This is an optimization exercise on Yosys and OpenROAD, whose aim is small area, a short achievable clock period and few clock cycles per item, not a production implementation.
The RTL was checked by simulation tests, not by an equivalence proof against the original design.
Power figures rest on the tool's default switching activity, not on a simulated workload.

## config.mk

```make
export PLATFORM = sky130hd
export DESIGN_NAME = scb_bank
export DESIGN_NICKNAME = scb_bank
export VERILOG_FILES = /design/flow/design.v
export SDC_FILE = /design/flow/constraint.sdc
export NUM_CORES = 4
export LEC_CHECK = 0
export ABC_AREA = 1
export CAP_MARGIN = 40
export CORE_MARGIN = 2
export CORE_UTILIZATION = 40
export CTS_BUF_LIST = sky130_fd_sc_hd__clkbuf_4
export SLEW_MARGIN = 40
export TNS_END_PERCENT = 10
```

## constraint.sdc

```tcl
create_clock -name core_clock -period 50.0 [get_ports {clk}]
set_input_delay 10.0000 -clock core_clock [delete_from_list [all_inputs] [get_ports {clk}]]
set_output_delay 10.0000 -clock core_clock [all_outputs]
set_load 0.01 [all_outputs]
```

## design.v

```verilog
module scb_bank (
    input  wire         clk,
    input  wire         rst,           
    input  wire         cmd_valid,
    output wire         cmd_ready,
    input  wire [2:0]   cmd_op,
    input  wire [7:0]   cmd_id,
    input  wire [15:0]  cmd_val,
    input  wire [253:0] cmd_bank,
    output reg          rsp_valid,
    output wire [7:0]   rsp_status,
    output wire [7:0]   rsp_detail,
    output reg  [14:0]  rsp_value,
    output reg  [4:0]   rsp_index,
    output wire [253:0] rsp_bank
);
    localparam [2:0] OP_LOAD = 3'd0, OP_STORE = 3'd1, OP_GET = 3'd2, OP_SET = 3'd3,
                     OP_INC  = 3'd4, OP_ISFULL = 3'd5, OP_TOTAL = 3'd6, OP_FINDMAX = 3'd7;
    reg  [253:0] nbank;
    wire [253:0] bank = ~nbank;
    assign rsp_bank = bank;
    reg       ready_r;
    reg       v0;
    reg [2:0] op0;
    reg [4:0] id0;
    reg       idbad0;
    reg [9:0] val0;
    reg       vbad0;
    assign cmd_ready = ready_r;
    wire acc      = cmd_valid & ready_r;
    wire load_now = acc & (cmd_op == OP_LOAD);
    always @(posedge clk) begin
        if (rst) begin
            v0      <= 1'b0;
            ready_r <= 1'b1;
        end else begin
            v0      <= acc;
            ready_r <= ~(acc & (cmd_op == OP_STORE));
        end
        op0    <= cmd_op;
        id0    <= cmd_id[4:0];
        idbad0 <= (cmd_id > 8'd24);
        val0   <= cmd_val[9:0];
        vbad0  <= |cmd_val[15:10];
    end
    reg [9:0] cur;
    integer i;
    always @(*) begin
        cur = 10'd0;
        for (i = 0; i < 25; i = i + 1)
            if (id0 == i)
                cur = cur | bank[10*i +: 10];
    end
    wire sat = &cur;
    wire inc_ok = v0 & (op0 == OP_INC) & ~idbad0 & ~sat;
    wire set_ok = v0 & (op0 == OP_SET) & ~idbad0 & ~vbad0;
    wire we     = inc_ok | set_ok;
    wire [9:0] wdata = op0[2] ? cur + 10'd1 : val0;
    wire ts251, tc252, ts255, tc256, ts259, tc260, ts263, tc264, ts267, tc268, ts271, tc272;
    wire ts275, tc276, ts279, tc280, ts283, tc284, ts287, tc288, ts291, tc292, ts295, tc296;
    wire ts299, tc300, ts303, tc304, ts307, tc308, ts311, tc312, ts315, tc316, ts319, tc320;
    wire ts323, tc324, ts327, tc328, ts331, tc332, ts335, tc336, ts339, tc340, ts343, tc344;
    wire ts347, tc348, ts351, tc352, ts355, tc356, ts359, tc360, ts363, tc364, ts367, tc368;
    wire ts371, tc372, ts375, tc376, ts379, tc380, ts383, tc384, ts387, tc388, ts391, tc392;
    wire ts395, tc396, ts399, tc400, ts403, tc404, ts407, tc408, ts411, tc412, ts415, tc416;
    wire ts419, tc420, ts423, tc424, ts427, tc428, ts431, tc432, ts435, tc436, ts439, tc440;
    wire ts443, tc444, ts447, tc448, ts451, tc452, ts455, tc456, ts459, tc460, ts463, tc464;
    wire ts467, tc468, ts471, tc472, ts475, tc476, ts479, tc480, ts483, tc484, ts487, tc488;
    wire ts491, tc492, ts495, tc496, ts499, tc500, ts503, tc504, ts507, tc508, ts511, tc512;
    wire ts515, tc516, ts519, tc520, ts523, tc524, ts527, tc528, ts531, tc532, ts535, tc536;
    wire ts539, tc540, ts543, tc544, ts547, tc548, ts551, tc552, ts555, tc556, ts559, tc560;
    wire ts563, tc564, ts567, tc568, ts571, tc572, ts575, tc576, ts579, tc580, ts583, tc584;
    wire ts587, tc588, ts591, tc592, ts595, tc596, ts599, tc600, ts603, tc604, ts607, tc608;
    wire ts611, tc612, ts615, tc616, ts619, tc620, ts623, tc624, ts627, tc628, ts631, tc632;
    wire ts635, tc636, ts639, tc640, ts643, tc644, ts647, tc648, ts651, tc652, ts655, tc656;
    wire ts659, tc660, ts663, tc664, ts667, tc668, ts671, tc672, ts675, tc676, ts679, tc680;
    wire ts683, tc684, ts687, tc688, ts691, tc692, ts695, tc696, ts699, tc700, ts703, tc704;
    wire ts707, tc708, ts711, tc712, ts715, tc716, ts719, tc720, ts723, tc724, ts727, tc728;
    wire ts731, tc732, ts735, tc736, ts739, tc740, ts743, tc744, ts747, tc748, ts751, tc752;
    wire ts755, tc756, ts759, tc760, ts763, tc764, ts767, tc768, ts771, tc772, ts775, tc776;
    wire ts779, tc780, ts783, tc784, ts787, tc788, ts791, tc792, ts795, tc796, ts799, tc800;
    wire ts803, tc804, ts807, tc808, ts811, tc812, ts815, tc816, ts819, tc820, ts823, tc824;
    wire ts827, tc828, ts831, tc832, ts835, tc836, ts839, tc840, ts843, tc844, ts847, tc848;
    wire ts851, tc852, ts855, tc856, ts859, tc860, ts863, tc864, ts867, tc868, ts871, tc872;
    wire ts875, tc876, ts879, tc880, ts883, tc884, ts887, tc888, ts891, tc892, ts895, tc896;
    wire ts899, tc900, ts903, tc904, ts907, tc908, ts911, tc912, ts915, tc916, ts919, tc920;
    wire ts923, tc924, ts927, tc928, ts931, tc932, ts935, tc936, ts939, tc940, ts943, tc944;
    wire ts947, tc948, ts951, tc952, ts955, tc956, ts959, tc960, ts963, tc964, ts967, tc968;
    wire ts971, tc972, ts975, tc976, ts979, tc980, ts983, tc984, ts987, tc988, ts991, tc992;
    wire ts995, tc996, ts999, tc1000, ts1003, tc1004, ts1007, tc1008, ts1011, tc1012, ts1015, tc1016;
    wire ts1019, tc1020, ts1023, tc1024, ts1027, tc1028, ts1031, tc1032, ts1035, tc1036, ts1039, tc1040;
    wire ts1043, tc1044, ts1047, tc1048, ts1051, tc1052, ts1055, tc1056, ts1059, tc1060, ts1063, tc1064;
    wire ts1067, tc1068, ts1071, tc1072, ts1075, tc1076, ts1079, tc1080, ts1083, tc1084, ts1087, tc1088;
    wire ts1091, tc1092, ts1095, tc1096, ts1099, tc1100, ts1103, tc1104, ts1107, tc1108, ts1111, tc1112;
    wire ts1115, tc1116, ts1119, tc1120, ts1123, tc1124, ts1127, tc1128, ts1131, tc1132, ts1135, tc1136;
    wire ts1139, tc1140, ts1143, tc1144, ts1147, tc1148, ts1151, tc1152, ts1155, tc1156, ts1159, tc1160;
    wire ts1163, tc1164, ts1167, tc1168, ts1171, tc1172, ts1175, tc1176, ts1179, tc1180, ts1183, tc1184;
    wire ts1187, tc1188, ts1191, tc1192, ts1195, tc1196, ts1199, tc1200, ts1203, tc1204, ts1207, tc1208;
    assign ts251 = nbank[0] ^ nbank[10] ^ nbank[20];
    assign tc252 = (nbank[0] & nbank[10]) | (nbank[0] & nbank[20]) | (nbank[10] & nbank[20]);
    assign ts255 = nbank[30] ^ nbank[40] ^ nbank[50];
    assign tc256 = (nbank[30] & nbank[40]) | (nbank[30] & nbank[50]) | (nbank[40] & nbank[50]);
    assign ts259 = nbank[60] ^ nbank[70] ^ nbank[80];
    assign tc260 = (nbank[60] & nbank[70]) | (nbank[60] & nbank[80]) | (nbank[70] & nbank[80]);
    assign ts263 = nbank[90] ^ nbank[100] ^ nbank[110];
    assign tc264 = (nbank[90] & nbank[100]) | (nbank[90] & nbank[110]) | (nbank[100] & nbank[110]);
    assign ts267 = nbank[120] ^ nbank[130] ^ nbank[140];
    assign tc268 = (nbank[120] & nbank[130]) | (nbank[120] & nbank[140]) | (nbank[130] & nbank[140]);
    assign ts271 = nbank[150] ^ nbank[160] ^ nbank[170];
    assign tc272 = (nbank[150] & nbank[160]) | (nbank[150] & nbank[170]) | (nbank[160] & nbank[170]);
    assign ts275 = nbank[180] ^ nbank[190] ^ nbank[200];
    assign tc276 = (nbank[180] & nbank[190]) | (nbank[180] & nbank[200]) | (nbank[190] & nbank[200]);
    assign ts279 = nbank[210] ^ nbank[220] ^ nbank[230];
    assign tc280 = (nbank[210] & nbank[220]) | (nbank[210] & nbank[230]) | (nbank[220] & nbank[230]);
    assign ts283 = nbank[240] ^ ts251 ^ ts255;
    assign tc284 = (nbank[240] & ts251) | (nbank[240] & ts255) | (ts251 & ts255);
    assign ts287 = ts259 ^ ts263 ^ ts267;
    assign tc288 = (ts259 & ts263) | (ts259 & ts267) | (ts263 & ts267);
    assign ts291 = ts271 ^ ts275 ^ ts279;
    assign tc292 = (ts271 & ts275) | (ts271 & ts279) | (ts275 & ts279);
    assign ts295 = ts283 ^ ts287 ^ ts291;
    assign tc296 = (ts283 & ts287) | (ts283 & ts291) | (ts287 & ts291);
    assign ts299 = nbank[1] ^ nbank[11] ^ nbank[21];
    assign tc300 = (nbank[1] & nbank[11]) | (nbank[1] & nbank[21]) | (nbank[11] & nbank[21]);
    assign ts303 = nbank[31] ^ nbank[41] ^ nbank[51];
    assign tc304 = (nbank[31] & nbank[41]) | (nbank[31] & nbank[51]) | (nbank[41] & nbank[51]);
    assign ts307 = nbank[61] ^ nbank[71] ^ nbank[81];
    assign tc308 = (nbank[61] & nbank[71]) | (nbank[61] & nbank[81]) | (nbank[71] & nbank[81]);
    assign ts311 = nbank[91] ^ nbank[101] ^ nbank[111];
    assign tc312 = (nbank[91] & nbank[101]) | (nbank[91] & nbank[111]) | (nbank[101] & nbank[111]);
    assign ts315 = nbank[121] ^ nbank[131] ^ nbank[141];
    assign tc316 = (nbank[121] & nbank[131]) | (nbank[121] & nbank[141]) | (nbank[131] & nbank[141]);
    assign ts319 = nbank[151] ^ nbank[161] ^ nbank[171];
    assign tc320 = (nbank[151] & nbank[161]) | (nbank[151] & nbank[171]) | (nbank[161] & nbank[171]);
    assign ts323 = nbank[181] ^ nbank[191] ^ nbank[201];
    assign tc324 = (nbank[181] & nbank[191]) | (nbank[181] & nbank[201]) | (nbank[191] & nbank[201]);
    assign ts327 = nbank[211] ^ nbank[221] ^ nbank[231];
    assign tc328 = (nbank[211] & nbank[221]) | (nbank[211] & nbank[231]) | (nbank[221] & nbank[231]);
    assign ts331 = nbank[241] ^ tc252 ^ tc256;
    assign tc332 = (nbank[241] & tc252) | (nbank[241] & tc256) | (tc252 & tc256);
    assign ts335 = tc260 ^ tc264 ^ tc268;
    assign tc336 = (tc260 & tc264) | (tc260 & tc268) | (tc264 & tc268);
    assign ts339 = tc272 ^ tc276 ^ tc280;
    assign tc340 = (tc272 & tc276) | (tc272 & tc280) | (tc276 & tc280);
    assign ts343 = ts299 ^ ts303 ^ ts307;
    assign tc344 = (ts299 & ts303) | (ts299 & ts307) | (ts303 & ts307);
    assign ts347 = ts311 ^ ts315 ^ ts319;
    assign tc348 = (ts311 & ts315) | (ts311 & ts319) | (ts315 & ts319);
    assign ts351 = ts323 ^ ts327 ^ tc284;
    assign tc352 = (ts323 & ts327) | (ts323 & tc284) | (ts327 & tc284);
    assign ts355 = tc288 ^ tc292 ^ ts331;
    assign tc356 = (tc288 & tc292) | (tc288 & ts331) | (tc292 & ts331);
    assign ts359 = ts335 ^ ts339 ^ ts343;
    assign tc360 = (ts335 & ts339) | (ts335 & ts343) | (ts339 & ts343);
    assign ts363 = ts347 ^ tc296 ^ ts351;
    assign tc364 = (ts347 & tc296) | (ts347 & ts351) | (tc296 & ts351);
    assign ts367 = ts355 ^ ts359 ^ ts363;
    assign tc368 = (ts355 & ts359) | (ts355 & ts363) | (ts359 & ts363);
    assign ts371 = nbank[2] ^ nbank[12] ^ nbank[22];
    assign tc372 = (nbank[2] & nbank[12]) | (nbank[2] & nbank[22]) | (nbank[12] & nbank[22]);
    assign ts375 = nbank[32] ^ nbank[42] ^ nbank[52];
    assign tc376 = (nbank[32] & nbank[42]) | (nbank[32] & nbank[52]) | (nbank[42] & nbank[52]);
    assign ts379 = nbank[62] ^ nbank[72] ^ nbank[82];
    assign tc380 = (nbank[62] & nbank[72]) | (nbank[62] & nbank[82]) | (nbank[72] & nbank[82]);
    assign ts383 = nbank[92] ^ nbank[102] ^ nbank[112];
    assign tc384 = (nbank[92] & nbank[102]) | (nbank[92] & nbank[112]) | (nbank[102] & nbank[112]);
    assign ts387 = nbank[122] ^ nbank[132] ^ nbank[142];
    assign tc388 = (nbank[122] & nbank[132]) | (nbank[122] & nbank[142]) | (nbank[132] & nbank[142]);
    assign ts391 = nbank[152] ^ nbank[162] ^ nbank[172];
    assign tc392 = (nbank[152] & nbank[162]) | (nbank[152] & nbank[172]) | (nbank[162] & nbank[172]);
    assign ts395 = nbank[182] ^ nbank[192] ^ nbank[202];
    assign tc396 = (nbank[182] & nbank[192]) | (nbank[182] & nbank[202]) | (nbank[192] & nbank[202]);
    assign ts399 = nbank[212] ^ nbank[222] ^ nbank[232];
    assign tc400 = (nbank[212] & nbank[222]) | (nbank[212] & nbank[232]) | (nbank[222] & nbank[232]);
    assign ts403 = nbank[242] ^ tc300 ^ tc304;
    assign tc404 = (nbank[242] & tc300) | (nbank[242] & tc304) | (tc300 & tc304);
    assign ts407 = tc308 ^ tc312 ^ tc316;
    assign tc408 = (tc308 & tc312) | (tc308 & tc316) | (tc312 & tc316);
    assign ts411 = tc320 ^ tc324 ^ tc328;
    assign tc412 = (tc320 & tc324) | (tc320 & tc328) | (tc324 & tc328);
    assign ts415 = ts371 ^ ts375 ^ ts379;
    assign tc416 = (ts371 & ts375) | (ts371 & ts379) | (ts375 & ts379);
    assign ts419 = ts383 ^ ts387 ^ ts391;
    assign tc420 = (ts383 & ts387) | (ts383 & ts391) | (ts387 & ts391);
    assign ts423 = ts395 ^ ts399 ^ tc332;
    assign tc424 = (ts395 & ts399) | (ts395 & tc332) | (ts399 & tc332);
    assign ts427 = tc336 ^ tc340 ^ tc344;
    assign tc428 = (tc336 & tc340) | (tc336 & tc344) | (tc340 & tc344);
    assign ts431 = tc348 ^ ts403 ^ ts407;
    assign tc432 = (tc348 & ts403) | (tc348 & ts407) | (ts403 & ts407);
    assign ts435 = ts411 ^ ts415 ^ ts419;
    assign tc436 = (ts411 & ts415) | (ts411 & ts419) | (ts415 & ts419);
    assign ts439 = tc352 ^ tc356 ^ ts423;
    assign tc440 = (tc352 & tc356) | (tc352 & ts423) | (tc356 & ts423);
    assign ts443 = tc360 ^ ts427 ^ ts431;
    assign tc444 = (tc360 & ts427) | (tc360 & ts431) | (ts427 & ts431);
    assign ts447 = ts435 ^ tc364 ^ ts439;
    assign tc448 = (ts435 & tc364) | (ts435 & ts439) | (tc364 & ts439);
    assign ts451 = ts443 ^ tc368 ^ ts447;
    assign tc452 = (ts443 & tc368) | (ts443 & ts447) | (tc368 & ts447);
    assign ts455 = nbank[3] ^ nbank[13] ^ nbank[23];
    assign tc456 = (nbank[3] & nbank[13]) | (nbank[3] & nbank[23]) | (nbank[13] & nbank[23]);
    assign ts459 = nbank[33] ^ nbank[43] ^ nbank[53];
    assign tc460 = (nbank[33] & nbank[43]) | (nbank[33] & nbank[53]) | (nbank[43] & nbank[53]);
    assign ts463 = nbank[63] ^ nbank[73] ^ nbank[83];
    assign tc464 = (nbank[63] & nbank[73]) | (nbank[63] & nbank[83]) | (nbank[73] & nbank[83]);
    assign ts467 = nbank[93] ^ nbank[103] ^ nbank[113];
    assign tc468 = (nbank[93] & nbank[103]) | (nbank[93] & nbank[113]) | (nbank[103] & nbank[113]);
    assign ts471 = nbank[123] ^ nbank[133] ^ nbank[143];
    assign tc472 = (nbank[123] & nbank[133]) | (nbank[123] & nbank[143]) | (nbank[133] & nbank[143]);
    assign ts475 = nbank[153] ^ nbank[163] ^ nbank[173];
    assign tc476 = (nbank[153] & nbank[163]) | (nbank[153] & nbank[173]) | (nbank[163] & nbank[173]);
    assign ts479 = nbank[183] ^ nbank[193] ^ nbank[203];
    assign tc480 = (nbank[183] & nbank[193]) | (nbank[183] & nbank[203]) | (nbank[193] & nbank[203]);
    assign ts483 = nbank[213] ^ nbank[223] ^ nbank[233];
    assign tc484 = (nbank[213] & nbank[223]) | (nbank[213] & nbank[233]) | (nbank[223] & nbank[233]);
    assign ts487 = nbank[243] ^ tc372 ^ tc376;
    assign tc488 = (nbank[243] & tc372) | (nbank[243] & tc376) | (tc372 & tc376);
    assign ts491 = tc380 ^ tc384 ^ tc388;
    assign tc492 = (tc380 & tc384) | (tc380 & tc388) | (tc384 & tc388);
    assign ts495 = tc392 ^ tc396 ^ tc400;
    assign tc496 = (tc392 & tc396) | (tc392 & tc400) | (tc396 & tc400);
    assign ts499 = ts455 ^ ts459 ^ ts463;
    assign tc500 = (ts455 & ts459) | (ts455 & ts463) | (ts459 & ts463);
    assign ts503 = ts467 ^ ts471 ^ ts475;
    assign tc504 = (ts467 & ts471) | (ts467 & ts475) | (ts471 & ts475);
    assign ts507 = ts479 ^ ts483 ^ tc404;
    assign tc508 = (ts479 & ts483) | (ts479 & tc404) | (ts483 & tc404);
    assign ts511 = tc408 ^ tc412 ^ tc416;
    assign tc512 = (tc408 & tc412) | (tc408 & tc416) | (tc412 & tc416);
    assign ts515 = tc420 ^ ts487 ^ ts491;
    assign tc516 = (tc420 & ts487) | (tc420 & ts491) | (ts487 & ts491);
    assign ts519 = ts495 ^ ts499 ^ ts503;
    assign tc520 = (ts495 & ts499) | (ts495 & ts503) | (ts499 & ts503);
    assign ts523 = tc424 ^ tc428 ^ tc432;
    assign tc524 = (tc424 & tc428) | (tc424 & tc432) | (tc428 & tc432);
    assign ts527 = ts507 ^ tc436 ^ ts511;
    assign tc528 = (ts507 & tc436) | (ts507 & ts511) | (tc436 & ts511);
    assign ts531 = ts515 ^ ts519 ^ tc440;
    assign tc532 = (ts515 & ts519) | (ts515 & tc440) | (ts519 & tc440);
    assign ts535 = tc444 ^ ts523 ^ ts527;
    assign tc536 = (tc444 & ts523) | (tc444 & ts527) | (ts523 & ts527);
    assign ts539 = tc448 ^ ts531 ^ ts535;
    assign tc540 = (tc448 & ts531) | (tc448 & ts535) | (ts531 & ts535);
    assign ts543 = ~(tc452 ^ ts539);
    assign tc544 = tc452 | ts539;
    assign ts547 = nbank[4] ^ nbank[14] ^ nbank[24];
    assign tc548 = (nbank[4] & nbank[14]) | (nbank[4] & nbank[24]) | (nbank[14] & nbank[24]);
    assign ts551 = nbank[34] ^ nbank[44] ^ nbank[54];
    assign tc552 = (nbank[34] & nbank[44]) | (nbank[34] & nbank[54]) | (nbank[44] & nbank[54]);
    assign ts555 = nbank[64] ^ nbank[74] ^ nbank[84];
    assign tc556 = (nbank[64] & nbank[74]) | (nbank[64] & nbank[84]) | (nbank[74] & nbank[84]);
    assign ts559 = nbank[94] ^ nbank[104] ^ nbank[114];
    assign tc560 = (nbank[94] & nbank[104]) | (nbank[94] & nbank[114]) | (nbank[104] & nbank[114]);
    assign ts563 = nbank[124] ^ nbank[134] ^ nbank[144];
    assign tc564 = (nbank[124] & nbank[134]) | (nbank[124] & nbank[144]) | (nbank[134] & nbank[144]);
    assign ts567 = nbank[154] ^ nbank[164] ^ nbank[174];
    assign tc568 = (nbank[154] & nbank[164]) | (nbank[154] & nbank[174]) | (nbank[164] & nbank[174]);
    assign ts571 = nbank[184] ^ nbank[194] ^ nbank[204];
    assign tc572 = (nbank[184] & nbank[194]) | (nbank[184] & nbank[204]) | (nbank[194] & nbank[204]);
    assign ts575 = nbank[214] ^ nbank[224] ^ nbank[234];
    assign tc576 = (nbank[214] & nbank[224]) | (nbank[214] & nbank[234]) | (nbank[224] & nbank[234]);
    assign ts579 = nbank[244] ^ tc456 ^ tc460;
    assign tc580 = (nbank[244] & tc456) | (nbank[244] & tc460) | (tc456 & tc460);
    assign ts583 = tc464 ^ tc468 ^ tc472;
    assign tc584 = (tc464 & tc468) | (tc464 & tc472) | (tc468 & tc472);
    assign ts587 = tc476 ^ tc480 ^ tc484;
    assign tc588 = (tc476 & tc480) | (tc476 & tc484) | (tc480 & tc484);
    assign ts591 = ts547 ^ ts551 ^ ts555;
    assign tc592 = (ts547 & ts551) | (ts547 & ts555) | (ts551 & ts555);
    assign ts595 = ts559 ^ ts563 ^ ts567;
    assign tc596 = (ts559 & ts563) | (ts559 & ts567) | (ts563 & ts567);
    assign ts599 = ts571 ^ ts575 ^ tc488;
    assign tc600 = (ts571 & ts575) | (ts571 & tc488) | (ts575 & tc488);
    assign ts603 = tc492 ^ tc496 ^ tc500;
    assign tc604 = (tc492 & tc496) | (tc492 & tc500) | (tc496 & tc500);
    assign ts607 = tc504 ^ ts579 ^ ts583;
    assign tc608 = (tc504 & ts579) | (tc504 & ts583) | (ts579 & ts583);
    assign ts611 = ts587 ^ ts591 ^ ts595;
    assign tc612 = (ts587 & ts591) | (ts587 & ts595) | (ts591 & ts595);
    assign ts615 = tc508 ^ tc512 ^ tc516;
    assign tc616 = (tc508 & tc512) | (tc508 & tc516) | (tc512 & tc516);
    assign ts619 = ts599 ^ tc520 ^ ts603;
    assign tc620 = (ts599 & tc520) | (ts599 & ts603) | (tc520 & ts603);
    assign ts623 = ts607 ^ ts611 ^ tc524;
    assign tc624 = (ts607 & ts611) | (ts607 & tc524) | (ts611 & tc524);
    assign ts627 = tc528 ^ ts615 ^ ts619;
    assign tc628 = (tc528 & ts615) | (tc528 & ts619) | (ts615 & ts619);
    assign ts631 = tc532 ^ ts623 ^ tc536;
    assign tc632 = (tc532 & ts623) | (tc532 & tc536) | (ts623 & tc536);
    assign ts635 = ts627 ^ tc540 ^ ts631;
    assign tc636 = (ts627 & tc540) | (ts627 & ts631) | (tc540 & ts631);
    assign ts639 = ~(tc544 ^ ts635);
    assign tc640 = tc544 | ts635;
    assign ts643 = nbank[5] ^ nbank[15] ^ nbank[25];
    assign tc644 = (nbank[5] & nbank[15]) | (nbank[5] & nbank[25]) | (nbank[15] & nbank[25]);
    assign ts647 = nbank[35] ^ nbank[45] ^ nbank[55];
    assign tc648 = (nbank[35] & nbank[45]) | (nbank[35] & nbank[55]) | (nbank[45] & nbank[55]);
    assign ts651 = nbank[65] ^ nbank[75] ^ nbank[85];
    assign tc652 = (nbank[65] & nbank[75]) | (nbank[65] & nbank[85]) | (nbank[75] & nbank[85]);
    assign ts655 = nbank[95] ^ nbank[105] ^ nbank[115];
    assign tc656 = (nbank[95] & nbank[105]) | (nbank[95] & nbank[115]) | (nbank[105] & nbank[115]);
    assign ts659 = nbank[125] ^ nbank[135] ^ nbank[145];
    assign tc660 = (nbank[125] & nbank[135]) | (nbank[125] & nbank[145]) | (nbank[135] & nbank[145]);
    assign ts663 = nbank[155] ^ nbank[165] ^ nbank[175];
    assign tc664 = (nbank[155] & nbank[165]) | (nbank[155] & nbank[175]) | (nbank[165] & nbank[175]);
    assign ts667 = nbank[185] ^ nbank[195] ^ nbank[205];
    assign tc668 = (nbank[185] & nbank[195]) | (nbank[185] & nbank[205]) | (nbank[195] & nbank[205]);
    assign ts671 = nbank[215] ^ nbank[225] ^ nbank[235];
    assign tc672 = (nbank[215] & nbank[225]) | (nbank[215] & nbank[235]) | (nbank[225] & nbank[235]);
    assign ts675 = nbank[245] ^ tc548 ^ tc552;
    assign tc676 = (nbank[245] & tc548) | (nbank[245] & tc552) | (tc548 & tc552);
    assign ts679 = tc556 ^ tc560 ^ tc564;
    assign tc680 = (tc556 & tc560) | (tc556 & tc564) | (tc560 & tc564);
    assign ts683 = tc568 ^ tc572 ^ tc576;
    assign tc684 = (tc568 & tc572) | (tc568 & tc576) | (tc572 & tc576);
    assign ts687 = ts643 ^ ts647 ^ ts651;
    assign tc688 = (ts643 & ts647) | (ts643 & ts651) | (ts647 & ts651);
    assign ts691 = ts655 ^ ts659 ^ ts663;
    assign tc692 = (ts655 & ts659) | (ts655 & ts663) | (ts659 & ts663);
    assign ts695 = ts667 ^ ts671 ^ tc580;
    assign tc696 = (ts667 & ts671) | (ts667 & tc580) | (ts671 & tc580);
    assign ts699 = tc584 ^ tc588 ^ tc592;
    assign tc700 = (tc584 & tc588) | (tc584 & tc592) | (tc588 & tc592);
    assign ts703 = tc596 ^ ts675 ^ ts679;
    assign tc704 = (tc596 & ts675) | (tc596 & ts679) | (ts675 & ts679);
    assign ts707 = ts683 ^ ts687 ^ ts691;
    assign tc708 = (ts683 & ts687) | (ts683 & ts691) | (ts687 & ts691);
    assign ts711 = tc600 ^ tc604 ^ tc608;
    assign tc712 = (tc600 & tc604) | (tc600 & tc608) | (tc604 & tc608);
    assign ts715 = ts695 ^ tc612 ^ ts699;
    assign tc716 = (ts695 & tc612) | (ts695 & ts699) | (tc612 & ts699);
    assign ts719 = ts703 ^ ts707 ^ tc616;
    assign tc720 = (ts703 & ts707) | (ts703 & tc616) | (ts707 & tc616);
    assign ts723 = tc620 ^ ts711 ^ ts715;
    assign tc724 = (tc620 & ts711) | (tc620 & ts715) | (ts711 & ts715);
    assign ts727 = tc624 ^ ts719 ^ tc628;
    assign tc728 = (tc624 & ts719) | (tc624 & tc628) | (ts719 & tc628);
    assign ts731 = ts723 ^ tc632 ^ ts727;
    assign tc732 = (ts723 & tc632) | (ts723 & ts727) | (tc632 & ts727);
    assign ts735 = tc636 ^ ts731 ^ tc640;
    assign tc736 = (tc636 & ts731) | (tc636 & tc640) | (ts731 & tc640);
    assign ts739 = nbank[6] ^ nbank[16] ^ nbank[26];
    assign tc740 = (nbank[6] & nbank[16]) | (nbank[6] & nbank[26]) | (nbank[16] & nbank[26]);
    assign ts743 = nbank[36] ^ nbank[46] ^ nbank[56];
    assign tc744 = (nbank[36] & nbank[46]) | (nbank[36] & nbank[56]) | (nbank[46] & nbank[56]);
    assign ts747 = nbank[66] ^ nbank[76] ^ nbank[86];
    assign tc748 = (nbank[66] & nbank[76]) | (nbank[66] & nbank[86]) | (nbank[76] & nbank[86]);
    assign ts751 = nbank[96] ^ nbank[106] ^ nbank[116];
    assign tc752 = (nbank[96] & nbank[106]) | (nbank[96] & nbank[116]) | (nbank[106] & nbank[116]);
    assign ts755 = nbank[126] ^ nbank[136] ^ nbank[146];
    assign tc756 = (nbank[126] & nbank[136]) | (nbank[126] & nbank[146]) | (nbank[136] & nbank[146]);
    assign ts759 = nbank[156] ^ nbank[166] ^ nbank[176];
    assign tc760 = (nbank[156] & nbank[166]) | (nbank[156] & nbank[176]) | (nbank[166] & nbank[176]);
    assign ts763 = nbank[186] ^ nbank[196] ^ nbank[206];
    assign tc764 = (nbank[186] & nbank[196]) | (nbank[186] & nbank[206]) | (nbank[196] & nbank[206]);
    assign ts767 = nbank[216] ^ nbank[226] ^ nbank[236];
    assign tc768 = (nbank[216] & nbank[226]) | (nbank[216] & nbank[236]) | (nbank[226] & nbank[236]);
    assign ts771 = nbank[246] ^ tc644 ^ tc648;
    assign tc772 = (nbank[246] & tc644) | (nbank[246] & tc648) | (tc644 & tc648);
    assign ts775 = tc652 ^ tc656 ^ tc660;
    assign tc776 = (tc652 & tc656) | (tc652 & tc660) | (tc656 & tc660);
    assign ts779 = tc664 ^ tc668 ^ tc672;
    assign tc780 = (tc664 & tc668) | (tc664 & tc672) | (tc668 & tc672);
    assign ts783 = ts739 ^ ts743 ^ ts747;
    assign tc784 = (ts739 & ts743) | (ts739 & ts747) | (ts743 & ts747);
    assign ts787 = ts751 ^ ts755 ^ ts759;
    assign tc788 = (ts751 & ts755) | (ts751 & ts759) | (ts755 & ts759);
    assign ts791 = ts763 ^ ts767 ^ tc676;
    assign tc792 = (ts763 & ts767) | (ts763 & tc676) | (ts767 & tc676);
    assign ts795 = tc680 ^ tc684 ^ tc688;
    assign tc796 = (tc680 & tc684) | (tc680 & tc688) | (tc684 & tc688);
    assign ts799 = tc692 ^ ts771 ^ ts775;
    assign tc800 = (tc692 & ts771) | (tc692 & ts775) | (ts771 & ts775);
    assign ts803 = ts779 ^ ts783 ^ ts787;
    assign tc804 = (ts779 & ts783) | (ts779 & ts787) | (ts783 & ts787);
    assign ts807 = tc696 ^ tc700 ^ tc704;
    assign tc808 = (tc696 & tc700) | (tc696 & tc704) | (tc700 & tc704);
    assign ts811 = ts791 ^ tc708 ^ ts795;
    assign tc812 = (ts791 & tc708) | (ts791 & ts795) | (tc708 & ts795);
    assign ts815 = ts799 ^ ts803 ^ tc712;
    assign tc816 = (ts799 & ts803) | (ts799 & tc712) | (ts803 & tc712);
    assign ts819 = tc716 ^ ts807 ^ ts811;
    assign tc820 = (tc716 & ts807) | (tc716 & ts811) | (ts807 & ts811);
    assign ts823 = tc720 ^ ts815 ^ tc724;
    assign tc824 = (tc720 & ts815) | (tc720 & tc724) | (ts815 & tc724);
    assign ts827 = ts819 ^ tc728 ^ ts823;
    assign tc828 = (ts819 & tc728) | (ts819 & ts823) | (tc728 & ts823);
    assign ts831 = tc732 ^ ts827 ^ tc736;
    assign tc832 = (tc732 & ts827) | (tc732 & tc736) | (ts827 & tc736);
    assign ts835 = nbank[7] ^ nbank[17] ^ nbank[27];
    assign tc836 = (nbank[7] & nbank[17]) | (nbank[7] & nbank[27]) | (nbank[17] & nbank[27]);
    assign ts839 = nbank[37] ^ nbank[47] ^ nbank[57];
    assign tc840 = (nbank[37] & nbank[47]) | (nbank[37] & nbank[57]) | (nbank[47] & nbank[57]);
    assign ts843 = nbank[67] ^ nbank[77] ^ nbank[87];
    assign tc844 = (nbank[67] & nbank[77]) | (nbank[67] & nbank[87]) | (nbank[77] & nbank[87]);
    assign ts847 = nbank[97] ^ nbank[107] ^ nbank[117];
    assign tc848 = (nbank[97] & nbank[107]) | (nbank[97] & nbank[117]) | (nbank[107] & nbank[117]);
    assign ts851 = nbank[127] ^ nbank[137] ^ nbank[147];
    assign tc852 = (nbank[127] & nbank[137]) | (nbank[127] & nbank[147]) | (nbank[137] & nbank[147]);
    assign ts855 = nbank[157] ^ nbank[167] ^ nbank[177];
    assign tc856 = (nbank[157] & nbank[167]) | (nbank[157] & nbank[177]) | (nbank[167] & nbank[177]);
    assign ts859 = nbank[187] ^ nbank[197] ^ nbank[207];
    assign tc860 = (nbank[187] & nbank[197]) | (nbank[187] & nbank[207]) | (nbank[197] & nbank[207]);
    assign ts863 = nbank[217] ^ nbank[227] ^ nbank[237];
    assign tc864 = (nbank[217] & nbank[227]) | (nbank[217] & nbank[237]) | (nbank[227] & nbank[237]);
    assign ts867 = nbank[247] ^ tc740 ^ tc744;
    assign tc868 = (nbank[247] & tc740) | (nbank[247] & tc744) | (tc740 & tc744);
    assign ts871 = tc748 ^ tc752 ^ tc756;
    assign tc872 = (tc748 & tc752) | (tc748 & tc756) | (tc752 & tc756);
    assign ts875 = tc760 ^ tc764 ^ tc768;
    assign tc876 = (tc760 & tc764) | (tc760 & tc768) | (tc764 & tc768);
    assign ts879 = ts835 ^ ts839 ^ ts843;
    assign tc880 = (ts835 & ts839) | (ts835 & ts843) | (ts839 & ts843);
    assign ts883 = ts847 ^ ts851 ^ ts855;
    assign tc884 = (ts847 & ts851) | (ts847 & ts855) | (ts851 & ts855);
    assign ts887 = ts859 ^ ts863 ^ tc772;
    assign tc888 = (ts859 & ts863) | (ts859 & tc772) | (ts863 & tc772);
    assign ts891 = tc776 ^ tc780 ^ tc784;
    assign tc892 = (tc776 & tc780) | (tc776 & tc784) | (tc780 & tc784);
    assign ts895 = tc788 ^ ts867 ^ ts871;
    assign tc896 = (tc788 & ts867) | (tc788 & ts871) | (ts867 & ts871);
    assign ts899 = ts875 ^ ts879 ^ ts883;
    assign tc900 = (ts875 & ts879) | (ts875 & ts883) | (ts879 & ts883);
    assign ts903 = tc792 ^ tc796 ^ tc800;
    assign tc904 = (tc792 & tc796) | (tc792 & tc800) | (tc796 & tc800);
    assign ts907 = ts887 ^ tc804 ^ ts891;
    assign tc908 = (ts887 & tc804) | (ts887 & ts891) | (tc804 & ts891);
    assign ts911 = ts895 ^ ts899 ^ tc808;
    assign tc912 = (ts895 & ts899) | (ts895 & tc808) | (ts899 & tc808);
    assign ts915 = tc812 ^ ts903 ^ ts907;
    assign tc916 = (tc812 & ts903) | (tc812 & ts907) | (ts903 & ts907);
    assign ts919 = tc816 ^ ts911 ^ tc820;
    assign tc920 = (tc816 & ts911) | (tc816 & tc820) | (ts911 & tc820);
    assign ts923 = ts915 ^ tc824 ^ ts919;
    assign tc924 = (ts915 & tc824) | (ts915 & ts919) | (tc824 & ts919);
    assign ts927 = tc828 ^ ts923 ^ tc832;
    assign tc928 = (tc828 & ts923) | (tc828 & tc832) | (ts923 & tc832);
    assign ts931 = nbank[8] ^ nbank[18] ^ nbank[28];
    assign tc932 = (nbank[8] & nbank[18]) | (nbank[8] & nbank[28]) | (nbank[18] & nbank[28]);
    assign ts935 = nbank[38] ^ nbank[48] ^ nbank[58];
    assign tc936 = (nbank[38] & nbank[48]) | (nbank[38] & nbank[58]) | (nbank[48] & nbank[58]);
    assign ts939 = nbank[68] ^ nbank[78] ^ nbank[88];
    assign tc940 = (nbank[68] & nbank[78]) | (nbank[68] & nbank[88]) | (nbank[78] & nbank[88]);
    assign ts943 = nbank[98] ^ nbank[108] ^ nbank[118];
    assign tc944 = (nbank[98] & nbank[108]) | (nbank[98] & nbank[118]) | (nbank[108] & nbank[118]);
    assign ts947 = nbank[128] ^ nbank[138] ^ nbank[148];
    assign tc948 = (nbank[128] & nbank[138]) | (nbank[128] & nbank[148]) | (nbank[138] & nbank[148]);
    assign ts951 = nbank[158] ^ nbank[168] ^ nbank[178];
    assign tc952 = (nbank[158] & nbank[168]) | (nbank[158] & nbank[178]) | (nbank[168] & nbank[178]);
    assign ts955 = nbank[188] ^ nbank[198] ^ nbank[208];
    assign tc956 = (nbank[188] & nbank[198]) | (nbank[188] & nbank[208]) | (nbank[198] & nbank[208]);
    assign ts959 = nbank[218] ^ nbank[228] ^ nbank[238];
    assign tc960 = (nbank[218] & nbank[228]) | (nbank[218] & nbank[238]) | (nbank[228] & nbank[238]);
    assign ts963 = nbank[248] ^ tc836 ^ tc840;
    assign tc964 = (nbank[248] & tc836) | (nbank[248] & tc840) | (tc836 & tc840);
    assign ts967 = tc844 ^ tc848 ^ tc852;
    assign tc968 = (tc844 & tc848) | (tc844 & tc852) | (tc848 & tc852);
    assign ts971 = tc856 ^ tc860 ^ tc864;
    assign tc972 = (tc856 & tc860) | (tc856 & tc864) | (tc860 & tc864);
    assign ts975 = ts931 ^ ts935 ^ ts939;
    assign tc976 = (ts931 & ts935) | (ts931 & ts939) | (ts935 & ts939);
    assign ts979 = ts943 ^ ts947 ^ ts951;
    assign tc980 = (ts943 & ts947) | (ts943 & ts951) | (ts947 & ts951);
    assign ts983 = ts955 ^ ts959 ^ tc868;
    assign tc984 = (ts955 & ts959) | (ts955 & tc868) | (ts959 & tc868);
    assign ts987 = tc872 ^ tc876 ^ tc880;
    assign tc988 = (tc872 & tc876) | (tc872 & tc880) | (tc876 & tc880);
    assign ts991 = tc884 ^ ts963 ^ ts967;
    assign tc992 = (tc884 & ts963) | (tc884 & ts967) | (ts963 & ts967);
    assign ts995 = ts971 ^ ts975 ^ ts979;
    assign tc996 = (ts971 & ts975) | (ts971 & ts979) | (ts975 & ts979);
    assign ts999 = tc888 ^ tc892 ^ tc896;
    assign tc1000 = (tc888 & tc892) | (tc888 & tc896) | (tc892 & tc896);
    assign ts1003 = ts983 ^ tc900 ^ ts987;
    assign tc1004 = (ts983 & tc900) | (ts983 & ts987) | (tc900 & ts987);
    assign ts1007 = ts991 ^ ts995 ^ tc904;
    assign tc1008 = (ts991 & ts995) | (ts991 & tc904) | (ts995 & tc904);
    assign ts1011 = tc908 ^ ts999 ^ ts1003;
    assign tc1012 = (tc908 & ts999) | (tc908 & ts1003) | (ts999 & ts1003);
    assign ts1015 = tc912 ^ ts1007 ^ tc916;
    assign tc1016 = (tc912 & ts1007) | (tc912 & tc916) | (ts1007 & tc916);
    assign ts1019 = ts1011 ^ tc920 ^ ts1015;
    assign tc1020 = (ts1011 & tc920) | (ts1011 & ts1015) | (tc920 & ts1015);
    assign ts1023 = tc924 ^ ts1019 ^ tc928;
    assign tc1024 = (tc924 & ts1019) | (tc924 & tc928) | (ts1019 & tc928);
    assign ts1027 = nbank[9] ^ nbank[19] ^ nbank[29];
    assign tc1028 = (nbank[9] & nbank[19]) | (nbank[9] & nbank[29]) | (nbank[19] & nbank[29]);
    assign ts1031 = nbank[39] ^ nbank[49] ^ nbank[59];
    assign tc1032 = (nbank[39] & nbank[49]) | (nbank[39] & nbank[59]) | (nbank[49] & nbank[59]);
    assign ts1035 = nbank[69] ^ nbank[79] ^ nbank[89];
    assign tc1036 = (nbank[69] & nbank[79]) | (nbank[69] & nbank[89]) | (nbank[79] & nbank[89]);
    assign ts1039 = nbank[99] ^ nbank[109] ^ nbank[119];
    assign tc1040 = (nbank[99] & nbank[109]) | (nbank[99] & nbank[119]) | (nbank[109] & nbank[119]);
    assign ts1043 = nbank[129] ^ nbank[139] ^ nbank[149];
    assign tc1044 = (nbank[129] & nbank[139]) | (nbank[129] & nbank[149]) | (nbank[139] & nbank[149]);
    assign ts1047 = nbank[159] ^ nbank[169] ^ nbank[179];
    assign tc1048 = (nbank[159] & nbank[169]) | (nbank[159] & nbank[179]) | (nbank[169] & nbank[179]);
    assign ts1051 = nbank[189] ^ nbank[199] ^ nbank[209];
    assign tc1052 = (nbank[189] & nbank[199]) | (nbank[189] & nbank[209]) | (nbank[199] & nbank[209]);
    assign ts1055 = nbank[219] ^ nbank[229] ^ nbank[239];
    assign tc1056 = (nbank[219] & nbank[229]) | (nbank[219] & nbank[239]) | (nbank[229] & nbank[239]);
    assign ts1059 = nbank[249] ^ tc932 ^ tc936;
    assign tc1060 = (nbank[249] & tc932) | (nbank[249] & tc936) | (tc932 & tc936);
    assign ts1063 = tc940 ^ tc944 ^ tc948;
    assign tc1064 = (tc940 & tc944) | (tc940 & tc948) | (tc944 & tc948);
    assign ts1067 = tc952 ^ tc956 ^ tc960;
    assign tc1068 = (tc952 & tc956) | (tc952 & tc960) | (tc956 & tc960);
    assign ts1071 = ts1027 ^ ts1031 ^ ts1035;
    assign tc1072 = (ts1027 & ts1031) | (ts1027 & ts1035) | (ts1031 & ts1035);
    assign ts1075 = ts1039 ^ ts1043 ^ ts1047;
    assign tc1076 = (ts1039 & ts1043) | (ts1039 & ts1047) | (ts1043 & ts1047);
    assign ts1079 = ts1051 ^ ts1055 ^ tc964;
    assign tc1080 = (ts1051 & ts1055) | (ts1051 & tc964) | (ts1055 & tc964);
    assign ts1083 = tc968 ^ tc972 ^ tc976;
    assign tc1084 = (tc968 & tc972) | (tc968 & tc976) | (tc972 & tc976);
    assign ts1087 = tc980 ^ ts1059 ^ ts1063;
    assign tc1088 = (tc980 & ts1059) | (tc980 & ts1063) | (ts1059 & ts1063);
    assign ts1091 = ts1067 ^ ts1071 ^ ts1075;
    assign tc1092 = (ts1067 & ts1071) | (ts1067 & ts1075) | (ts1071 & ts1075);
    assign ts1095 = tc984 ^ tc988 ^ tc992;
    assign tc1096 = (tc984 & tc988) | (tc984 & tc992) | (tc988 & tc992);
    assign ts1099 = ts1079 ^ tc996 ^ ts1083;
    assign tc1100 = (ts1079 & tc996) | (ts1079 & ts1083) | (tc996 & ts1083);
    assign ts1103 = ts1087 ^ ts1091 ^ tc1000;
    assign tc1104 = (ts1087 & ts1091) | (ts1087 & tc1000) | (ts1091 & tc1000);
    assign ts1107 = tc1004 ^ ts1095 ^ ts1099;
    assign tc1108 = (tc1004 & ts1095) | (tc1004 & ts1099) | (ts1095 & ts1099);
    assign ts1111 = tc1008 ^ ts1103 ^ tc1012;
    assign tc1112 = (tc1008 & ts1103) | (tc1008 & tc1012) | (ts1103 & tc1012);
    assign ts1115 = ts1107 ^ tc1016 ^ ts1111;
    assign tc1116 = (ts1107 & tc1016) | (ts1107 & ts1111) | (tc1016 & ts1111);
    assign ts1119 = tc1020 ^ ts1115 ^ tc1024;
    assign tc1120 = (tc1020 & ts1115) | (tc1020 & tc1024) | (ts1115 & tc1024);
    assign ts1123 = tc1028 ^ tc1032 ^ tc1036;
    assign tc1124 = (tc1028 & tc1032) | (tc1028 & tc1036) | (tc1032 & tc1036);
    assign ts1127 = tc1040 ^ tc1044 ^ tc1048;
    assign tc1128 = (tc1040 & tc1044) | (tc1040 & tc1048) | (tc1044 & tc1048);
    assign ts1131 = tc1052 ^ tc1056 ^ tc1060;
    assign tc1132 = (tc1052 & tc1056) | (tc1052 & tc1060) | (tc1056 & tc1060);
    assign ts1135 = tc1064 ^ tc1068 ^ tc1072;
    assign tc1136 = (tc1064 & tc1068) | (tc1064 & tc1072) | (tc1068 & tc1072);
    assign ts1139 = tc1076 ^ ts1123 ^ ts1127;
    assign tc1140 = (tc1076 & ts1123) | (tc1076 & ts1127) | (ts1123 & ts1127);
    assign ts1143 = tc1080 ^ tc1084 ^ tc1088;
    assign tc1144 = (tc1080 & tc1084) | (tc1080 & tc1088) | (tc1084 & tc1088);
    assign ts1147 = ts1131 ^ tc1092 ^ ts1135;
    assign tc1148 = (ts1131 & tc1092) | (ts1131 & ts1135) | (tc1092 & ts1135);
    assign ts1151 = ts1139 ^ tc1096 ^ tc1100;
    assign tc1152 = (ts1139 & tc1096) | (ts1139 & tc1100) | (tc1096 & tc1100);
    assign ts1155 = ts1143 ^ ts1147 ^ tc1104;
    assign tc1156 = (ts1143 & ts1147) | (ts1143 & tc1104) | (ts1147 & tc1104);
    assign ts1159 = tc1108 ^ ts1151 ^ ts1155;
    assign tc1160 = (tc1108 & ts1151) | (tc1108 & ts1155) | (ts1151 & ts1155);
    assign ts1163 = tc1112 ^ ts1159 ^ tc1116;
    assign tc1164 = (tc1112 & ts1159) | (tc1112 & tc1116) | (ts1159 & tc1116);
    assign ts1167 = ~(ts1163 ^ tc1120);
    assign tc1168 = ts1163 | tc1120;
    assign ts1171 = tc1124 ^ tc1128 ^ tc1132;
    assign tc1172 = (tc1124 & tc1128) | (tc1124 & tc1132) | (tc1128 & tc1132);
    assign ts1175 = tc1136 ^ tc1140 ^ tc1144;
    assign tc1176 = (tc1136 & tc1140) | (tc1136 & tc1144) | (tc1140 & tc1144);
    assign ts1179 = ts1171 ^ tc1148 ^ tc1152;
    assign tc1180 = (ts1171 & tc1148) | (ts1171 & tc1152) | (tc1148 & tc1152);
    assign ts1183 = ts1175 ^ tc1156 ^ ts1179;
    assign tc1184 = (ts1175 & tc1156) | (ts1175 & ts1179) | (tc1156 & ts1179);
    assign ts1187 = tc1160 ^ ts1183 ^ tc1164;
    assign tc1188 = (tc1160 & ts1183) | (tc1160 & tc1164) | (ts1183 & tc1164);
    assign ts1191 = ~(ts1187 ^ tc1168);
    assign tc1192 = ts1187 | tc1168;
    assign ts1195 = tc1172 ^ tc1176 ^ tc1180;
    assign tc1196 = (tc1172 & tc1176) | (tc1172 & tc1180) | (tc1176 & tc1180);
    assign ts1199 = tc1184 ^ ts1195 ^ tc1188;
    assign tc1200 = (tc1184 & ts1195) | (tc1184 & tc1188) | (ts1195 & tc1188);
    assign ts1203 = ~(ts1199 ^ tc1192);
    assign tc1204 = ts1199 | tc1192;
    assign ts1207 = tc1196 ^ tc1200 ^ tc1204;
    assign tc1208 = (tc1196 & tc1200) | (tc1196 & tc1204) | (tc1200 & tc1204);
    wire [14:0] total = ~{tc1208, ts1207, ts1203, ts1191, ts1167, ts1119, ts1023, ts927, ts831, ts735, ts639, ts543, ts451, ts367, ts295};
    reg [24:0] cand, hit;
    reg [9:0]  max_v;
    reg [4:0]  max_i;
    integer b;
    always @(*) begin
        cand = {25{1'b1}};
        for (b = 9; b >= 0; b = b - 1) begin
            for (i = 0; i < 25; i = i + 1)
                hit[i] = cand[i] & bank[10*i + b];
            max_v[b] = |hit;
            if (|hit)
                cand = hit;
        end
        max_i = 5'd0;
        for (i = 24; i >= 0; i = i - 1)
            if (cand[i])
                max_i = i;
    end
    reg [24:0] wr, hd;
    wire ld = load_now & ~rst;
    always @(*) begin
        for (i = 0; i < 25; i = i + 1) begin
            wr[i] = ~rst & ~load_now & we & (id0 == i);
            hd[i] = ~rst & ~load_now & ~(we & (id0 == i));
        end
    end
    wire hs = ~rst & ~load_now;
    reg [253:0] nbank_d;
    always @(*) begin
        for (i = 0; i < 25; i = i + 1)
            nbank_d[10*i +: 10] = ~(({10{ld}} & cmd_bank[10*i +: 10]) |
                                    ({10{wr[i]}} & wdata) |
                                    ({10{hd[i]}} & bank[10*i +: 10]));
        nbank_d[253:250] = ~(({4{ld}} & cmd_bank[253:250]) | ({4{hs}} & bank[253:250]));
    end
    always @(posedge clk)
        nbank <= nbank_d;
    wire id_op   = (op0 == OP_GET) | (op0 == OP_SET) | (op0 == OP_INC) | (op0 == OP_ISFULL);
    wire e_range = idbad0 & id_op;
    wire e_val   = ~idbad0 & (op0 == OP_SET) & vbad0;
    wire e_sat   = ~idbad0 & (op0 == OP_INC) & sat;
    reg [1:0] st;
    reg [2:0] dt;
    assign rsp_status = {6'd0, st};
    assign rsp_detail = {5'd0, dt};
    always @(posedge clk) begin
        rsp_valid <= ~rst & v0;
        st <= {e_range, e_range | e_val | e_sat};
        dt <= {e_sat, e_val, e_range | e_val};
        case (op0)
            OP_ISFULL:  rsp_value <= {14'd0, sat};
            OP_TOTAL:   rsp_value <= total;
            OP_FINDMAX: rsp_value <= {5'd0, max_v};
            default:    rsp_value <= {5'd0, cur};
        endcase
        rsp_index <= max_i;
    end
endmodule
```

## flow/run.sh

```bash
#!/bin/bash
# Standard ORFS layout, with two changes to how it is made:
#  - ports are buffered with sky130_fd_sc_hd__buf_1 instead of the buffer
#    buffer_ports picks by itself (clkdlybuf4s50_1);
#  - repair_timing is asked to keep a setup slack margin, so the resizer works
#    on the critical paths although the 50 ns clock is met with a wide margin.
# The design, clock period and constraints are the standard flow's, unchanged.
set -euo pipefail
export BUFFER_PORTS_ARGS="-buffer_cell sky130_fd_sc_hd__buf_1"
export SETUP_SLACK_MARGIN=38.5
bash standard.sh > standard.log 2>&1
```

## standard.sh

```bash
#!/bin/bash
# synth_recipe.tcl (not shown) runs the flow's synth.tcl, then flattens the netlist and writes it again
# the make line also repeats each setting of config.mk as NAME=value (left out here)
make -C /OpenROAD-flow-scripts/flow DESIGN_CONFIG=/design/flow/config.mk WORK_HOME=/design/flow/orfs CLKGATE_MAP_FILE= SYNTH_SCRIPT=/design/flow/synth_recipe.tcl "${@:-finish}"
```

==> flow_summary.toml, run 1 <==
[status]
status = "complete, no violations"

[flow_run]
maxCapViolCount = 0

[timing]
fmax_mhz = 86.05
rsz0062_at_grt = "yes"
setup_viol = 0
finalSetupTns_ps = 0
slew-limit-headroom_pct = 36.93
tightest_slew_ps = 946.1
fin_skew_ps = 54.10
period_needed_ps = 11620
slew_violations = 0
fin_crit_sh_pct = 23.24
hold_viol_final = 0

[worst_setup_path]
crit_family = "buffers and inverters"
r2r_cells = 93
startpoint_type = "flop"
slowest_delay_ps = 310
r2r_end = "rsp_index[0]$_SDFF_PP0_"
critPathBufInv = 2
crit_path_top_delay_cell = "dfxtp_1"
rr_startpoint = "nbank[189]$_DFF_P_"
crit_type = "reg2out"
endpoint_kind = "output pin"
critPathArrivalTime_ps = 1620
r2r_setup_slack_ps = 39140
worstPathMaxFanout = 4
required_ps = 40000
cp_cell_sequence = "inv_1, buf_1"

[clocking]
htree_levels = 3
cts.path.max_buffers = 3
clkTransAtPathRegs_ps = 60
hold_buffers = 0
clkSinkCount = 302
cts_tree = "done"
worstSkewPairLatency_ps = 880
cts_buffers = 88
root_buffer = "clkbuf_4"

[synth]
synthArstFlopShare_pct = 0
syn_inst = 3317
synth-edff-count = 0
yosys_warnings = 1
synth_cell_types = 44
avgSynthCellArea_um2 = 7.294
ys.flop_type = "dfxtp_1"
syn_area_um2 = 24190
ys_seq_area_share_pct = 24.99
ys_ff_latch = 302

[detailed_routing]
wl_per_cell_um = 27.88
totalWireLength_um = 134600
vias_per_cell = 5.754
drt_pass1_iterations = 8
vias = 27790
drtIter0Drc = 3673
drc_errors = 0
ant_nets = 0

[die]
die_area_um2 = 62470
io_pins = 576
coreArea_um2 = 60130
num_rows = 90
die_h_um = 249.9
start_util_pct = 40.24
chipWidth_um = 249.9

[power_and_ir_drop]
clkPwrFrac_pct = 18.8
p_sw_uw = 633.4
max-vdd-ir-drop_mv = 0.02560
p_comb_share_pct = 60.6
cellPowerDensity_nw_per_um2 = 42.24
cell_internal_pwr_uw = 618.0
pwr-share-seq_pct = 20.6
leakage_nw = 14.73
switching_share_pct = 50.61

[global_route]
grt_start_max_net_pins = 82
grt_pass1_vias = 26400
grt-ovfl-total = 0
antenna_found_initial = 2
grtUsageTotal_pct = 41.75
grt_pass1_wl_um = 186700

[cells_and_area]
final_util_pct = 49.27
final_nets = 4510
multi_input_area_um2 = 15860
drive_gt1_share_pct = 15.11
regArea_um2 = 6215
area_growth_pct = 22.45
num-fill-cells = 6424

[hold_path]
min-delay-start = "nbank[251]$_DFF_P_"
whs_path_depth = 2
min_to = "nbank[251]$_DFF_P_"
hold_class = "reg2reg"

[placed_design]
dp_hpwl_um = 110000
place.gp.congestion = 1.051
port_buffers = 564
[area by class of cell]
type                            count  area share, %
Antenna cell                        2        0.01689
Clock buffer                      126          3.193
Clock inverter                     28         0.3928
Inverter                          634          8.172
Multi-Input combinational cell   2295          53.53
Sequential cell                   302          20.98
Tap cell                          782          3.302
Timing Repair Buffer              660          10.41
[tightest hold or removal path, cell delays in order, from the launching register on]
cell and delay [ps]:
dfxtp_1 330, o21ai_0 90, inv_1 50
[synthesized netlist by cell type, types with 3 or more instances]
library cell  number  area (um^2)
nand2_1          641         2406
inv_1            608         2282
nor2_1           398         1494
nand3_1          350         1752
dfxtp_1          302         6046
a221oi_1         267         2338
fa_1             235         4705
a21oi_1           92        460.4
o21ai_0           71        355.3
clkbuf_1          62        232.7
o22ai_1           53        331.6
buf_4             40        300.3
nand3b_1          21        157.7
clkinv_1          14        52.55
nand2_2           14        87.58
nand4_1           14        87.58
buf_6             13        146.4
inv_2             12        45.04
ha_1              10        125.1
nor2_4            10        112.6
buf_2              8        40.04
nor3_1             7        35.03
o21ai_1            7        35.03
nor2_2             6        37.54
nor4_1             6        37.54
a21boi_0           5        37.54
a31oi_1            5        31.28
nand2_4            5        56.30
o2111ai_1          5        43.79
o211ai_1           5        37.54
nor2_8             4        80.08
o221ai_1           4        35.03
xor2_1             4        35.03
a22oi_1            3        22.52
[cells by family (layout without fill, tap and decap cells)]
| logic type | after synthesis | after routing | synth area share, % |
|---|---|---|---|
| AND/OR/NAND/NOR | 1481 | 1510 | 26.37 |
| buffers and inverters | 759 | 1448 | 12.84 |
| other | 1 | 13 | 0.01550 |
| AO/OA/AOI/OAI | 525 | 525 | 15.67 |
| XOR/XNOR | 4 | 4 | 0.1448 |
| adder cells (fa/ha/maj) | 245 | 245 | 19.96 |
| flip-flops | 302 | 302 | 24.99 |
[worst max-delay path by stage]
stage	start	endpoint	slack [ps]	cells after the start
final	nbank[61]$_DFF_P_	rsp_bank[61]	38380	2
after CTS	nbank[86]$_DFF_P_	rsp_bank[86]	38370	2
after global placement	nbank[69]$_DFF_P_	rsp_index[0]$_SDFF_PP0_	36270	87
after floorplan	cmd_op[0]	nbank[240]$_DFF_P_	38490	8
after global routing	nbank[189]$_DFF_P_	rsp_index[0]$_SDFF_PP0_	38340	93
after detailed placement	nbank[69]$_DFF_P_	rsp_index[1]$_SDFF_PP0_	36550	73
[routing by layer]
layer	GRT usage [%]	up-vias	wire [um]
met2	66.96	1791	61160
met4	26.16	0	10190
met3	8.803	422	13110
li1	-	12290	-
met1	51.30	13280	50170
met5	0	-	0
[placed cells by master (no fill, tap or decap), types with 17 or more instances in the layout]
cell      synthesis  routed
buf_4            40      82
dfxtp_4           0      18
buf_2             8      31
clkinv_1         14      34
clkbuf_4          0     129
buf_1             2     513
nand2_1         641     628
inv_1           608     535
inv_2            12      71
nor2_1          398     375
dfxtp_2           0      81
nor2_2            6      22
a221oi_1        267     264
a21oi_1          92      85
o22ai_1          53      53
nand2_2          14      17
nand3b_1         21      21
dfxtp_1         302     203
fa_1            235     235
nand3_1         350     342
o21ai_0          71      63
nor2_4           10      41
[power by group through the flow]
stage	Clock (mW)	Combinational (mW)	Sequential, mW
floorplan	0	0.512	0.263
global placement	0	0.663	0.264
detailed placement	0	0.661	0.264
CTS	0.237	0.695	0.258
global route	0.250	0.843	0.259
finish	0.235	0.758	0.258
[registers in the layout, indices dropped and copies added, names as in the netlist]
signal,count
dt,3
id0,5
idbad0,1
nbank,254
op0,3
ready_r,1
rsp_index,5
rsp_valid,1
rsp_value,15
st,2
v0,1
val0,10
vbad0,1
[stage by stage]
| step | total power [mW] | hold slack (ps) | cells | setup slack, ps | area, um^2 |
|---|---|---|---|---|---|
| finish | 1.251 | 492.4 | 4829 | 38380 | 29630 |
| global route | 1.352 | 499.3 | 4829 | 38340 | 29630 |
| CTS | 1.190 | 490.6 | 4780 | 38370 | 28760 |
| detailed placement | 0.9244 | 472.4 | 4581 | 36550 | 26970 |
| global placement | 0.9261 | 466.2 | 4579 | 36270 | 26910 |
| floorplan | 0.7742 | 424.6 | 3327 | 38490 | 24280 |
[repair_timing]
item | 4_1_cts | 5_1_grt
pin swaps | 16 | 41
setup buffers | 28 | 33
gates cloned | 17 | 13
gates resized for setup | 202 | 187
setup endpoints to repair | 494 | 324
Testbench counts, summed over its fixed seeds: cycles 16,527, commands 16,000.
==> run 2: changes to the inputs <==
--- a/config.mk
+++ b/config.mk
@@ -8,7 +8,7 @@
 export ABC_AREA = 1
 export CAP_MARGIN = 40
 export CORE_MARGIN = 2
-export CORE_UTILIZATION = 40
+export CORE_UTILIZATION = 50
 export CTS_BUF_LIST = sky130_fd_sc_hd__clkbuf_4
 export SLEW_MARGIN = 40
 export TNS_END_PERCENT = 10
==> flow_summary.toml, run 2 <==
[die]
start_util_pct = 50.67
chipWidth_um = 224.0
io_pins = 576
die_area_um2 = 50160
die_h_um = 224.0
num_rows = 80
coreArea_um2 = 47750

[synth]
syn_inst = 3317
synth_cell_types = 44
ys_ff_latch = 302
synth-edff-count = 0
avgSynthCellArea_um2 = 7.294
synth_most_common_cell = "nand2_1"
ys.flop_type = "dfxtp_1"
syn_area_um2 = 24190
yosysTopAreaCell = "dfxtp_1"
ys_seq_area_share_pct = 24.99
yosys_warnings = 1
synth_area_leaders = "dfxtp_1 (25%), fa_1 (19%), nand2_1 (9.9%), a221oi_1 (9.7%), inv_1 (9.4%)"
netlist.area_leader.share_pct = 24.99
synthArstFlopShare_pct = 0
synth_commonest_cells = "nand2_1 (641), inv_1 (608), nor2_1 (398), nand3_1 (350), dfxtp_1 (302)"

[timing]
slew_violations = 0
fin_skew_ps = 96.98
period_needed_ps = 11960
setup_viol = 0
tightest_slew_ps = 952.8
rsz0062_at_grt = "yes"
slew-limit-headroom_pct = 36.24
hold_viol_final = 0
fin_crit_sh_pct = 23.91
fmax_mhz = 83.64
finalSetupTns_ps = 0

[cells_and_area]
layout_common_cells = "nand2_1 (595), inv_1 (575), buf_1 (532)"
final_common_cell = "nand2_1"
final_nets = 4553
largest_register = "nbank"
area_growth_pct = 27.38
largestRegisters = "nbank (254), rsp_value (15), val0 (10)"
largest_reg_flops = 254
drive_gt1_share_pct = 16.62

[flow_run]
maxCapViolCount = 0

[power_and_ir_drop]
total_power_mw = 1.467
p_comb_share_pct = 65.6
cellPowerDensity_nw_per_um2 = 47.61
leakage_nw = 15.31
p_sw_uw = 771.8
pwr-share-seq_pct = 17.6
clkPwrFrac_pct = 16.8
max-vdd-ir-drop_mv = 0.03280
switching_share_pct = 52.60
cell_internal_pwr_uw = 695.4

[worst_setup_path]
rr_startpoint = "nbank[69]$_DFF_P_"
cp-startpoint = "nbank[69]$_DFF_P_"
required_ps = 50850
crit_type = "reg2reg"
crit_top_cell = "nand2_1"
r2r_cells = 92
startpoint_type = "flop"
slowest_delay_ps = 430
r2r_end = "rsp_index[0]$_SDFF_PP0_"
r2r_setup_slack_ps = 38040
critPathArrivalTime_ps = 12810
crit_path_top_delay_cell = "dfxtp_4"
endpoint_kind = "flop"
worstPathMaxFanout = 22

[clocking]
root_buffer = "clkbuf_4"
htree_levels = 3
cts_tree = "done"
cts.path.max_buffers = 3
cts_buffers = 84
clkTransAtPathRegs_ps = 70
worstSkewPairLatency_ps = 940
clkSinkCount = 302

[detailed_routing]
vias_per_cell = 6.532
drtIter0Drc = 5514
totalWireLength_um = 139100
ant_nets = 0
drc_errors = 0
wl_per_cell_um = 29.54
drt_pass1_iterations = 10
vias = 30750

[global_route]
grtUsageTotal_pct = 52.44
grt_pass1_wl_um = 189600
antenna_found_initial = 8
grt_start_max_net_pins = 94
grt_pass1_vias = 28990
grt-ovfl-total = 0

[hold_path]
min_to = "st[1]$_DFF_P_"
hold_class = "reg2reg"
whs_path_depth = 2
min-delay-start = "idbad0$_DFF_P_"

[placed_design]
place.gp.congestion = 1.117
dp_hpwl_um = 105500
port_buffers = 564

[status]
status = "complete, no violations"
==> run 2: per-layer routing <==
layer	track usage [%]	vias to the layer above	routed length, um
li1	-	12390	-
met3	16.97	1054	19540
met5	0	-	65
met1	59.43	14090	43930
met2	79.32	3219	58640
met4	46.54	6	16910
==> run 2: cell families after synthesis <==
family | after synthesis | synth area share [%]
DFF | 302 | 24.99
xor gates and xnor gates | 4 | 0.1448
AOI/OAI and AO/OA | 525 | 15.67
and+or+nand+nor | 1481 | 26.37
buffers and inverters | 759 | 12.84
adders and majority gates | 245 | 19.96
other | 1 | 0.01550
==> run 2: power groups by stage <==
stage               Combinational, mW  Clock, mW  Sequential [mW]
finish                          0.963      0.247            0.258
detailed placement              0.697          0            0.264
global route                     1.02      0.258            0.258
CTS                             0.769      0.244            0.258
global placement                0.691          0            0.263
floorplan                       0.512          0            0.263
==> run 2: per-stage QoR <==
step / setup WS [ps] / util, % / area (um^2) / hold WS, ps / cells
detailed placement: 35210 / 56.01 / 26740 / 465.8 / 4414
finish: 38040 / 64.55 / 30820 / 474.5 / 4708
CTS: 38340 / 60.39 / 28830 / 474.5 / 4625
global route: 37390 / 64.53 / 30810 / 506.4 / 4704
floorplan: 38490 / - / 24280 / 424.6 / 3327
global placement: 35280 / 55.89 / 26690 / 452.3 / 4413
==> run 2: layout make-up <==
class                           instances  area (um^2)
Antenna cell                            8        20.02
Fill cell                            4209        16930
Tap cell                              615        769.5
Inverter                              634         2430
Timing Repair Buffer                  705         3761
Multi-Input combinational cell       2297        16570
Clock inverter                         29        200.2
Sequential cell                       302         6180
Clock buffer                          118        885.9
==> run 2: worst max-delay path by stage <==
stage / slack, ps / endpoint
3_5_place_dp: 35210 / rsp_index[0]$_SDFF_PP0_
6_report: 38040 / rsp_index[0]$_SDFF_PP0_
2_1_floorplan: 38490 / nbank[240]$_DFF_P_
3_3_place_gp: 35280 / rsp_index[0]$_SDFF_PP0_
4_1_cts: 38340 / rsp_bank[249]
5_1_grt: 37390 / rsp_index[0]$_SDFF_PP0_
==> run 2: repair_timing <==
item,in CTS,in global routing
setup buffers,45,59
resized for setup,115,355
setup endpoints to repair,502,380
hold buffers,0,0
pin swaps,29,69
cloned,19,15
==> run 2: worst max-delay path, delay by kind of cell, from the launching register on <==
family	cells	cell delay, ps
simple gates	76	9070
fa+ha+maj	1	180
buf+inv	13	1970
flops	1	430
compound gates	2	250

-- re-timing with driven ports --
No port has a modelled driver above. Below, the same layouts with a new extraction and two added sets of constraints.
Step 1: set_driving_cell puts a clkbuf_16 on clk and a buf_2 on each other input, an assumption about the parent block.
Step 2 times the ports against the registers' clock, not the clock port: input delays grow and output delays shrink by t, the midpoint of the rising clock arrivals with the driver on.
Three values: ideal, step 1, step 2; two values: the first two.
run | t (ns) | setup WS [ns] | pins driven straight from the clock port
run 1 | 0.912 | 38.379 / 38.314 / 37.549 | 1
run 2 | 0.954 | 38.044 / 38.044 / 37.500 | 1
After both steps setup and hold are still met in every run listed. For run 1, which loses most, drivers alone change the setup slack by -0.065 ns; drivers and shift together by -0.830 ns.
